This design comes from an exercise in tuning for small area, a short achievable clock period and few clock cycles per item on the open sky130 flow, not from production work. Only simulation tests tie the RTL to the original design; equivalence was not proved.

==> flow/design.v, too long to show whole: its modules and the start of the top module <==
// module fp_unpack: 15 lines
// module fp32_mul: 69 lines
// module mul24_booth: 986 lines
// module cpa48: 186 lines
// module fp32_add: 93 lines
// module fp_lzc28: 40 lines
// module oscen_biquad: 115 lines
module oscen_biquad (
    input  wire        clk,
    input  wire        rst,
    input  wire        in_valid,
    output reg         in_ready,
    input  wire [1:0]  in_op,
    input  wire        in_unit,
    input  wire [2:0]  in_sel,
    input  wire [31:0] in_data,
    output reg         out_valid,
    output reg  [31:0] out_data
);
  // ...
==> flow/run.sh <==
#!/bin/bash
# synth_recipe.tcl (not shown) runs the flow's synth.tcl, then flattens the netlist and writes it again
# the make line also repeats each setting of config.mk as NAME=value (left out here)
make -C /OpenROAD-flow-scripts/flow DESIGN_CONFIG=/design/flow/config.mk WORK_HOME=/design/flow/orfs CLKGATE_MAP_FILE= SYNTH_SCRIPT=/design/flow/synth_recipe.tcl finish
==> flow/config.mk <==
export PLATFORM = sky130hd
export DESIGN_NAME = oscen_biquad
export DESIGN_NICKNAME = oscen_biquad
export VERILOG_FILES = /design/flow/design.v
export SDC_FILE = /design/flow/constraint.sdc
export NUM_CORES = 4
export LEC_CHECK = 0
export ABC_AREA = 1
export CAP_MARGIN = 20
export CORE_MARGIN = 2
export CORE_UTILIZATION = 40
export PLACE_DENSITY = 0.6
export SLEW_MARGIN = 20
==> flow/constraint.sdc <==
create_clock -name core_clock -period 120.0 [get_ports {clk}]
set_input_delay 24.0000 -clock core_clock [delete_from_list [all_inputs] [get_ports {clk}]]
set_output_delay 24.0000 -clock core_clock [all_outputs]
set_load 0.01 [all_outputs]
==> results_dict.tcl, run 1 <==
set metrics [dict create \
    status "timing/DRC/antenna clean" \
    synth_top_area_cell "edfxtp_1" \
    grt-ovfl-total 0 \
    post-place-ws_ns 94.71 \
    final_hold_viol_count 0 \
    synth_compound_area_frac 0.165 \
    cp.depth 1 \
    regToRegStartpoint "r0[27]" \
    syn-num-nets 16842 \
    critPathLaunchType "flip-flop" \
    seq_share 0.181 \
    via_per_inst 5.75 \
    layout_commonest_cell "nand2_1" \
    io_pins 75 \
    synth_cells 15426 \
    cts_root_buffer "clkbuf_16" \
    post-dp-hpwl_mm 326 \
    h-tree-depth 3 \
    most-common-layout-cells "nand2_1, inv_1, o21ai_0" \
    multi_input_area_mm2 0.0795 \
    cp-startpoint "out_valid" \
    final_util 0.426 \
    clk_latency_ns 0.69 \
    clk_share 0.0234 \
]
Testbench counts, summed over its fixed seeds: cycles 32,424, items 16,000.
==> module fp32_add, before the edit <==
module fp32_add (
    input  wire [31:0] a,
    input  wire [31:0] b,
    input  wire        sub,
    output reg  [31:0] y
);
    localparam [31:0] QNAN = 32'h7FC00000;
    wire        sa = a[31];
    wire        sb = b[31] ^ sub;
    wire a_emax = &a[30:23];
    wire b_emax = &b[30:23];
    wire a_fz   = ~|a[22:0];
    wire b_fz   = ~|b[22:0];
    wire a_nan  = a_emax & ~a_fz;
    wire b_nan  = b_emax & ~b_fz;
    wire a_inf  = a_emax & a_fz;
    wire b_inf  = b_emax & b_fz;
    wire a_zero = ~|a[30:23] & a_fz;
    wire        eff_sub = sa ^ sb;
    wire [7:0]  xa = a[30:23] | {7'd0, ~|a[30:23]};
    wire [7:0]  xb = b[30:23] | {7'd0, ~|b[30:23]};
    wire [23:0] ma = {|a[30:23], a[22:0]};
    wire [23:0] mb = {|b[30:23], b[22:0]};
    wire [8:0]  dab = {1'b0, xa} - {1'b0, xb};
    wire [8:0]  dba = {1'b0, xb} - {1'b0, xa};
    wire        b_big = dab[8];                     
    wire        d_eq  = (xa == xb);
    wire        d_p1  = (dab == 9'd1);              
    wire        d_m1  = (dba == 9'd1);              
    wire        near  = eff_sub & (d_eq | d_p1 | d_m1);
    wire        zero  = (a[30:0] == b[30:0]) & (eff_sub | a_zero);
    wire [7:0]  epF = b_big ? xb : xa;
    wire [7:0]  dF  = b_big ? dba[7:0] : dab[7:0];
    wire [23:0] mpF = b_big ? mb : ma;
    wire [23:0] mqF = b_big ? ma : mb;
    wire        spF = b_big ? sb : sa;
    wire [4:0]  dsh = (dF > 8'd27) ? 5'd27 : dF[4:0];
    wire [26:0] wq  = {mqF, 3'b000};
    wire        st  = |(wq & ~(27'h7FFFFFF << dsh));
    wire [26:0] qa  = (wq >> dsh) | {26'd0, st};
    wire [28:0] sumC = {1'b0, mpF, 3'b000, 1'b1} + ({1'b0, qa, eff_sub} ^ {{28{eff_sub}}, 1'b0});
    wire [27:0] sumF = sumC[28:1];
    reg  [23:0] mF;
    reg         gF, sF;
    reg  [8:0]  erF;
    always @* begin
        if (sumF[27]) begin
            mF = sumF[27:4]; gF = sumF[3]; sF = |sumF[2:0];
            erF = {1'b0, epF} + 9'd1;
        end else if (sumF[26] || epF == 8'd1) begin
            mF = sumF[26:3]; gF = sumF[2]; sF = |sumF[1:0];
            erF = {1'b0, epF};
        end else begin
            mF = sumF[25:2]; gF = sumF[1]; sF = sumF[0];
            erF = {1'b0, epF} - 9'd1;
        end
    end
    wire        incF = gF & (sF | mF[0]);
    wire [25:0] dX = {1'b0, ma, 1'b0} - (d_p1 ? {2'b00, mb} : {1'b0, mb, 1'b0});
    wire [25:0] dY = {1'b0, mb, 1'b0} - (d_m1 ? {2'b00, ma} : {1'b0, ma, 1'b0});
    wire        useY = d_m1 | (d_eq & dX[25]);
    wire [24:0] dN  = useY ? dY[24:0] : dX[24:0];
    wire [7:0]  epN = useY ? xb : xa;
    wire        spN = useY ? sb : sa;
    wire [24:0] lim = (epN <= 8'd24) ? (25'h1000000 >> (epN - 8'd1)) : 25'd0;
    wire [4:0]  lz;
    fp_lzc28 lzn (.x({dN | lim, 3'b000}), .n(lz));
    wire [24:0] nN  = dN << lz;
    wire [8:0]  erN = {1'b0, epN} - {4'd0, lz};
    wire [30:0] magN0 = {nN[24] ? erN[7:0] : 8'd0, nN[23:1]};
    wire [30:0] magN1 = {dN[24] ? epN : 8'd0, dN[23:1]};
    wire        incN  = (lz == 5'd0) & dN[0] & dN[1];
    wire [30:0] pre = near ? ((lz == 5'd0) ? magN1 : magN0)
                           : {mF[23] ? erF[7:0] : 8'd0, mF[22:0]};
    wire [30:0] mag = pre + {30'd0, near ? incN : incF};
    wire        ovfF = (mF[23] && erF >= 9'd255) || mag[30:23] == 8'hFF;
    always @* begin
        if (a_nan || b_nan || (a_inf && b_inf && eff_sub))
            y = QNAN;
        else if (a_inf)
            y = {sa, 8'hFF, 23'd0};
        else if (b_inf)
            y = {sb, 8'hFF, 23'd0};
        else if (zero)
            y = {sa & sb, 31'd0};
        else if (near)
            y = {spN, mag};
        else if (ovfF)
            y = {spF, 8'hFF, 23'd0};
        else
            y = {spF, mag};
    end
endmodule
==> module oscen_biquad, before the edit <==
module oscen_biquad (
    input  wire        clk,
    input  wire        rst,
    input  wire        in_valid,
    output reg         in_ready,
    input  wire [1:0]  in_op,
    input  wire        in_unit,
    input  wire [2:0]  in_sel,
    input  wire [31:0] in_data,
    output reg         out_valid,
    output reg  [31:0] out_data
);
    localparam NFLT = 2;
    localparam [1:0] OP_PROCESS = 2'd0;
    localparam [1:0] OP_SETCOEF = 2'd1;
    localparam [1:0] OP_RESET   = 2'd2;
    reg [33:0] b0 [0:NFLT-1];
    reg [33:0] b1 [0:NFLT-1];
    reg [33:0] b2 [0:NFLT-1];
    reg [33:0] a1 [0:NFLT-1];
    reg [33:0] a2 [0:NFLT-1];
    reg [33:0] x1 [0:NFLT-1];
    reg [33:0] x2 [0:NFLT-1];
    reg [31:0] y1 [0:NFLT-1];
    reg        y1z [0:NFLT-1];      
    reg [33:0] y2 [0:NFLT-1];
    reg        v1;
    reg [1:0]  op1;
    reg        u1;
    reg [2:0]  sel1;
    reg [31:0] d1;
    reg        pv2, pv3;
    reg        u2, u3;
    reg [31:0] r0, r1, r2;
    wire pr1 = v1 && (op1 == OP_PROCESS);
    wire rs1 = v1 && (op1 == OP_RESET);
    wire sc1 = v1 && (op1 == OP_SETCOEF);
    reg rst_r;
    wire [33:0] xn, yy, yn;
    fp_unpack ux (.x(d1),     .u(xn));
    fp_unpack uy (.x(y1[u2]), .u(yy));
    assign yn = {y1z[u2] ? 2'b01 : yy[33:32], yy[31:0]};
    wire [31:0] pa, pb, pc;
    fp32_mul mA (.a(pv2 ? a1[u2] : b0[u1]), .b(pv2 ? yn : xn),         .y(pa));
    fp32_mul mB (.a(pv2 ? a2[u2] : b1[u1]), .b(pv2 ? y2[u2] : x1[u1]), .y(pb));
    fp32_mul mC (.a(b2[u1]),                .b(x2[u1]),                .y(pc));
    wire [31:0] s, t;
    fp32_add adA (.a(r0), .b(r1), .sub(pv3), .y(s));
    fp32_add adB (.a(s),  .b(r2), .sub(pv3), .y(t));
    integer k;
    always @(posedge clk) begin
        rst_r <= rst;
        in_ready <= ~rst & ~(in_valid & in_ready & (in_op == OP_PROCESS));
        if (rst) begin
            v1        <= 1'b0;
            pv2       <= 1'b0;
            pv3       <= 1'b0;
            out_valid <= 1'b0;
        end else begin
            v1  <= in_valid & in_ready;
            pv2 <= pr1;
            pv3 <= pv2;
            out_valid <= pv3;
        end
    end
    always @(posedge clk) begin
        if (rst_r) begin
            for (k = 0; k < NFLT; k = k + 1) begin
                b0[k][33:32] <= 2'b01; b1[k][33:32] <= 2'b01; b2[k][33:32] <= 2'b01;
                a1[k][33:32] <= 2'b01; a2[k][33:32] <= 2'b01;
                x1[k][33:32] <= 2'b01; x2[k][33:32] <= 2'b01;
                y1z[k] <= 1'b1;        y2[k][33:32] <= 2'b01;
            end
        end else begin
            if (pv2)
                y2[u2] <= yn;
            if (pv3) begin
                y1[u3]  <= t;
                y1z[u3] <= 1'b0;
            end
            if (sc1) begin
                case (sel1)
                    3'd0: b0[u1] <= xn;
                    3'd1: b1[u1] <= xn;
                    3'd2: b2[u1] <= xn;
                    3'd3: a1[u1] <= xn;
                    3'd4: a2[u1] <= xn;
                    default: ;
                endcase
            end
            if (pr1) begin
                x2[u1] <= x1[u1];
                x1[u1] <= xn;
            end
            if (rs1) begin
                x1[u1][33:32] <= 2'b01;
                x2[u1][33:32] <= 2'b01;
                y1z[u1]       <= 1'b1;
                y2[u1][33:32] <= 2'b01;
            end
        end
    end
    always @(posedge clk) begin
        op1  <= in_op;
        u1   <= in_unit;
        sel1 <= in_sel;
        d1   <= in_data;
        u2   <= u1;
        u3   <= u2;
        r0   <= pv2 ? t  : pa;
        r1   <= pv2 ? pa : pb;
        r2   <= pv2 ? pb : pc;
        out_data <= t;
    end
endmodule
==> run 2, diff against run 1 <==
--- a/flow/design.v
+++ b/flow/design.v
@@ -1314,2 +1314,4 @@
     wire        incF = gF & (sF | mF[0]);
+    wire [30:0] magF = {mF[23] ? erF[7:0] : 8'd0, mF[22:0]} + {30'd0, incF};
+    wire        ovfF = (mF[23] && erF >= 9'd255) || magF[30:23] == 8'hFF;
     wire [25:0] dX = {1'b0, ma, 1'b0} - (d_p1 ? {2'b00, mb} : {1'b0, mb, 1'b0});
@@ -1326,8 +1328,4 @@
     wire [30:0] magN0 = {nN[24] ? erN[7:0] : 8'd0, nN[23:1]};
-    wire [30:0] magN1 = {dN[24] ? epN : 8'd0, dN[23:1]};
-    wire        incN  = (lz == 5'd0) & dN[0] & dN[1];
-    wire [30:0] pre = near ? ((lz == 5'd0) ? magN1 : magN0)
-                           : {mF[23] ? erF[7:0] : 8'd0, mF[22:0]};
-    wire [30:0] mag = pre + {30'd0, near ? incN : incF};
-    wire        ovfF = (mF[23] && erF >= 9'd255) || mag[30:23] == 8'hFF;
+    wire [30:0] magN1 = {dN[24] ? epN : 8'd0, dN[23:1]} + {30'd0, dN[0] & dN[1]};
+    wire [30:0] magN  = (lz == 5'd0) ? magN1 : magN0;
     always @* begin
@@ -1342,3 +1340,3 @@
         else if (near)
-            y = {spN, mag};
+            y = {spN, magN};
         else if (ovfF)
@@ -1346,3 +1344,60 @@
         else
-            y = {spF, mag};
+            y = {spF, magF};
+    end
+endmodule
+module fp32_add_sp (
+    input  wire [31:0] a,
+    input  wire [31:0] b,
+    input  wire        sub,
+    output reg  [31:0] y
+);
+    localparam [31:0] QNAN = 32'h7FC00000;
+    wire [31:0] bb = {b[31] ^ sub, b[30:0]};
+    wire a_emax = &a[30:23];
+    wire b_emax = &b[30:23];
+    wire a_fz   = ~|a[22:0];
+    wire b_fz   = ~|b[22:0];
+    wire a_nan  = a_emax & ~a_fz;
+    wire b_nan  = b_emax & ~b_fz;
+    wire a_inf  = a_emax & a_fz;
+    wire b_inf  = b_emax & b_fz;
+    wire        swap = bb[30:0] > a[30:0];
+    wire [31:0] p = swap ? bb : a;
+    wire [31:0] q = swap ? a : bb;
+    wire [7:0]  xa  = a[30:23]  | {7'd0, ~|a[30:23]};
+    wire [7:0]  xb  = bb[30:23] | {7'd0, ~|bb[30:23]};
+    wire [7:0]  dab = xa - xb;
+    wire [7:0]  dba = xb - xa;
+    wire [7:0]  d   = swap ? dba : dab;
+    wire [7:0]  ep  = swap ? xb : xa;
+    wire [23:0] mp = {|p[30:23], p[22:0]};
+    wire [23:0] mq = {|q[30:23], q[22:0]};
+    wire        eff_sub = p[31] ^ q[31];
+    wire [4:0]  dsh = (d > 8'd27) ? 5'd27 : d[4:0];
+    wire [26:0] wq  = {mq, 3'b000};
+    wire        st  = |(wq & ~(27'h7FFFFFF << dsh));
+    wire [26:0] qa  = (wq >> dsh) | {26'd0, st};
+    wire [28:0] sumC = {1'b0, mp, 3'b000, 1'b1} + ({1'b0, qa, eff_sub} ^ {{28{eff_sub}}, 1'b0});
+    wire [27:0] sum  = sumC[28:1];
+    wire [27:0] lim = (ep <= 8'd27) ? (28'h8000000 >> ep[4:0]) : 28'd0;
+    wire [4:0]  lsh;
+    fp_lzc28 lz (.x(sum | lim), .n(lsh));
+    wire [27:0] n  = sum << lsh;
+    wire [8:0]  er = {1'b0, ep} + 9'd1 - {4'd0, lsh};
+    wire [23:0] m   = n[27:4];
+    wire        g   = n[3];
+    wire        s   = |n[2:0];
+    wire        inc = g & (s | m[0]);
+    wire [30:0] mag = {m[23] ? er[7:0] : 8'd0, m[22:0]} + {30'd0, inc};
+    always @* begin
+        if (a_nan || b_nan || (a_inf && b_inf && eff_sub))
+            y = QNAN;
+        else if (a_inf || b_inf)
+            y = {p[31], 8'hFF, 23'd0};
+        else if (sum == 28'd0)
+            y = {p[31] & q[31], 31'd0};
+        else if ((m[23] && er >= 9'd255) || mag[30:23] == 8'hFF)
+            y = {p[31], 8'hFF, 23'd0};
+        else
+            y = {p[31], mag};
     end
@@ -1436,3 +1491,3 @@
     wire [31:0] s, t;
-    fp32_add adA (.a(r0), .b(r1), .sub(pv3), .y(s));
+    fp32_add_sp adA (.a(r0), .b(r1), .sub(pv3), .y(s));
     fp32_add adB (.a(s),  .b(r2), .sub(pv3), .y(t));
==> run 2 against run 1 <==
Flip-flop and latch count unchanged. Clock skew increased by 0.062 ns. Synthesized area decreased by 3.7%. Largest cell class unchanged. Highest routed layer unchanged. Via count decreased by 4.4%. Still clean on timing, DRC and antenna. Worst hold slack got worse by 0.00053 ns. Global-route usage decreased by 0.63 points.
==> results_dict.tcl, run 2 <==
set metrics [dict create \
    io_pins 75 \
    antenna_found_initial 3 \
    cap_violations 0 \
    grt_pass1_wl_mm 616 \
    avgSynthCellArea_um2 7.33 \
    synth_cells 14860 \
    grt_usage 0.287 \
    grt-ovfl-total 0 \
    cp.buffers_inverters 1 \
    report.final.slew_viol_count 0 \
    worstSetupEndpointType "output pin" \
    fin_ws_ns 94.45 \
    finalSetupViolations 0 \
    cts_hold_buf 0 \
    grt_max_degree 125 \
    path_cells "clkdlybuf4s50_1" \
    cts_root_buffer "clkbuf_16" \
    clk_pin_slew_ns 0.06 \
    status "timing/DRC/antenna clean" \
    cts_tree "done" \
    fin_worst_skew_ns 0.0913 \
    ys_ff_latch 784 \
    vias 103876 \
    critPathMaxFanout 1 \
    critPathLaunchType "flip-flop" \
    start_util 0.402 \
    yosysWarnings 4 \
    ant_nets 0 \
    synth_edf_count 604 \
    layout_commonest_cell "nand2_1" \
    fin_tns_setup_ns 0 \
    synth_cell_types 84 \
    final_util 0.429 \
    via_per_inst 5.72 \
    most-common-layout-cells "nand2_1, inv_1, o21ai_0" \
    clk_latency_ns 0.75 \
    post_cts_resized 0 \
    yosys.area.top_type_share 0.167 \
    post-dp-hpwl_mm 304 \
    worstSetupPathType "reg -> out" \
    postCtsSetupBuffers 0 \
    dr.first_iter.drc_count 11288 \
    die_area_mm2 0.276 \
    fin_crit_sh 0.213 \
    grt_pass1_vias 98508 \
    layout.nets 15911 \
    syn-num-nets 16254 \
    critPathTopFamily "buffers and inverters" \
    finalCriticalPeriod_ns 25.55 \
    cp_slowest_cell "clkdlybuf4s50_1" \
    slowest_delay_ns 0.54 \
    hold_path_class "reg -> reg" \
    arrival_ns 1.55 \
    synth_ff_type "edfxtp_1" \
    wl_per_cell_um 22.6 \
    drtPass1Iterations 8 \
    chipWidth_um 526 \
    synth_commonest_cells "nand2_1, inv_1, o21ai_0" \
    clk_path_buf_depth 3 \
    max-slew-margin-rel 0.180 \
    wl_mm 410 \
    fmax_mhz 39.1 \
    design_area_mm2 0.116 \
    numCtsBuffers 83 \
    area.growth.synth_to_final_pct 6.54 \
    placed_area_mm2 0.113 \
    ys_seq_area_frac 0.200 \
    place.gp.congestion 1.03 \
    floorplan.rows 191 \
    ys_async_sr_fraction 0 \
    rsz0062_at_grt "false" \
    synth_most_common_cell "nand2_1" \
    synthesis.area_mm2 0.109 \
    final_hold_viol_count 0 \
    layout-drive-gt1-share 0.0553 \
    synth_top_area_cell "edfxtp_1" \
    dieHeight_um 526 \
    cp.required_ns 96.00 \
    cts.sinks 784 \
    synth.area.top_cells "edfxtp_1, fa_1, nand2_1" \
    numPortBuffers 74 \
    drc 0 \
    worst_pin_slew_ns 1.21 \
    h-tree-depth 3 \
    coreArea_mm2 0.271 \
    post-place-ws_ns 95.13 \
]
==> run 2: changes by cell type after synthesis, sizes merged, moves of 15 or more <==
cell	delta
ha	-20
nand2	-136
o211ai	-28
clkbuf	-44
nand3b	-19
a21oi	-61
buf	+27
xor2	-49
a31oi	+17
mux2i	-15
o21ai	-171
nor2	-24
inv	-90
nand3	+78
==> run 2: kinds of logic after synthesis <==
family                     Yosys count  share of synthesized area
adders and majority gates         1353                      0.212
and+or+nand+nor                   5572                      0.221
buffers and inverters             2916                      0.104
DFF                                784                      0.200
xor gates and xnor gates          1261                      0.101
muxes                               53                    0.00487
AOI/OAI and AO/OA                 2921                      0.157
==> run 2: final timing paths <==
kind | depth (start not counted) | slack, ns | to | startpoint
worst max-delay path | 1 | 94.45 | out_data[28] | out_data[28]
worst min-delay path | 2 | 0.47 | v1 | in_ready
worst max register to register | 131 | 95.98 | y1[0][29] | r1[27]
worst min register to register | 2 | 0.47 | v1 | in_ready
==> run 2: per-layer routing <==
layer  track usage  share of wire  wire length (µm)
met2         0.450           0.44            181000
met5             0       0.000032                13
met1         0.387           0.41            170000
met3        0.0507          0.094             38700
met4         0.127          0.050             20600
==> run 2: final cells by class <==
| type | instances | area [µm²] |
|---|---|---|
| repair buffers | 352 | 2880 |
| diodes | 3 | 7.51 |
| multi-input cells | 11160 | 76200 |
| inverters | 2136 | 8040 |
| well taps | 3570 | 4470 |
| clock inverters | 40 | 423 |
| clock buffers | 110 | 2300 |
| fillers | 27847 | 155000 |
| flip-flops and latches | 784 | 21800 |
==> run 2: through the flow <==
stage / hold WS [ns] / instances
4_1_cts: 0.474 / 18152
6_report: 0.469 / 18155
2_1_floorplan: 0.329 / 14860
3_5_place_dp: 0.466 / 18002
3_3_place_gp: 0.467 / 18002
5_1_grt: 0.497 / 18152
==> run 2: worst reg2reg max path: cells and delay by family, from the launching register on <==
family | cells | cell delay, ns
AND/OR/NAND/NOR | 73 | 11.35
XOR/XNOR | 4 | 1.15
flip-flops | 1 | 0.41
buffers and inverters | 23 | 3.93
AO/OA/AOI/OAI | 20 | 3.82
adder cells (fa/ha/maj) | 11 | 3.13
Testbench counts of run 2, summed over its fixed seeds: cycles 32,424, items 16,000.

==> port drivers added, routing unchanged <==
How much do the figures lean on ideal ports? The routed layouts below were timed once more, with nothing changed but the port constraints.
Step 1 (the two cells are an assumption about what drives the block):
set clk [get_ports {clk}]
set_driving_cell -lib_cell sky130_fd_sc_hd__clkbuf_16 $clk
set_driving_cell -lib_cell sky130_fd_sc_hd__buf_2 [delete_from_list [all_inputs] $clk]
Step 2 times the ports against the registers' clock, not the clock port: input delays grow and output delays shrink by t, the midpoint of the rising clock arrivals with the driver on.
a / b / c = ideal / step 1 / step 2; a / b = the first two.
run | t (ns) | setup slack, ns | clock arrival spread, ns | worst register clock-pin slew, ns
run 1 | 0.748 | 94.119 / 94.047 / 94.681 | 0.030 / 0.029 | 0.08 / 0.08
run 2 | 0.764 | 94.453 / 94.390 / 95.092 | 0.092 / 0.091 | 0.09 / 0.09
After both steps setup and hold are still met in every run listed.
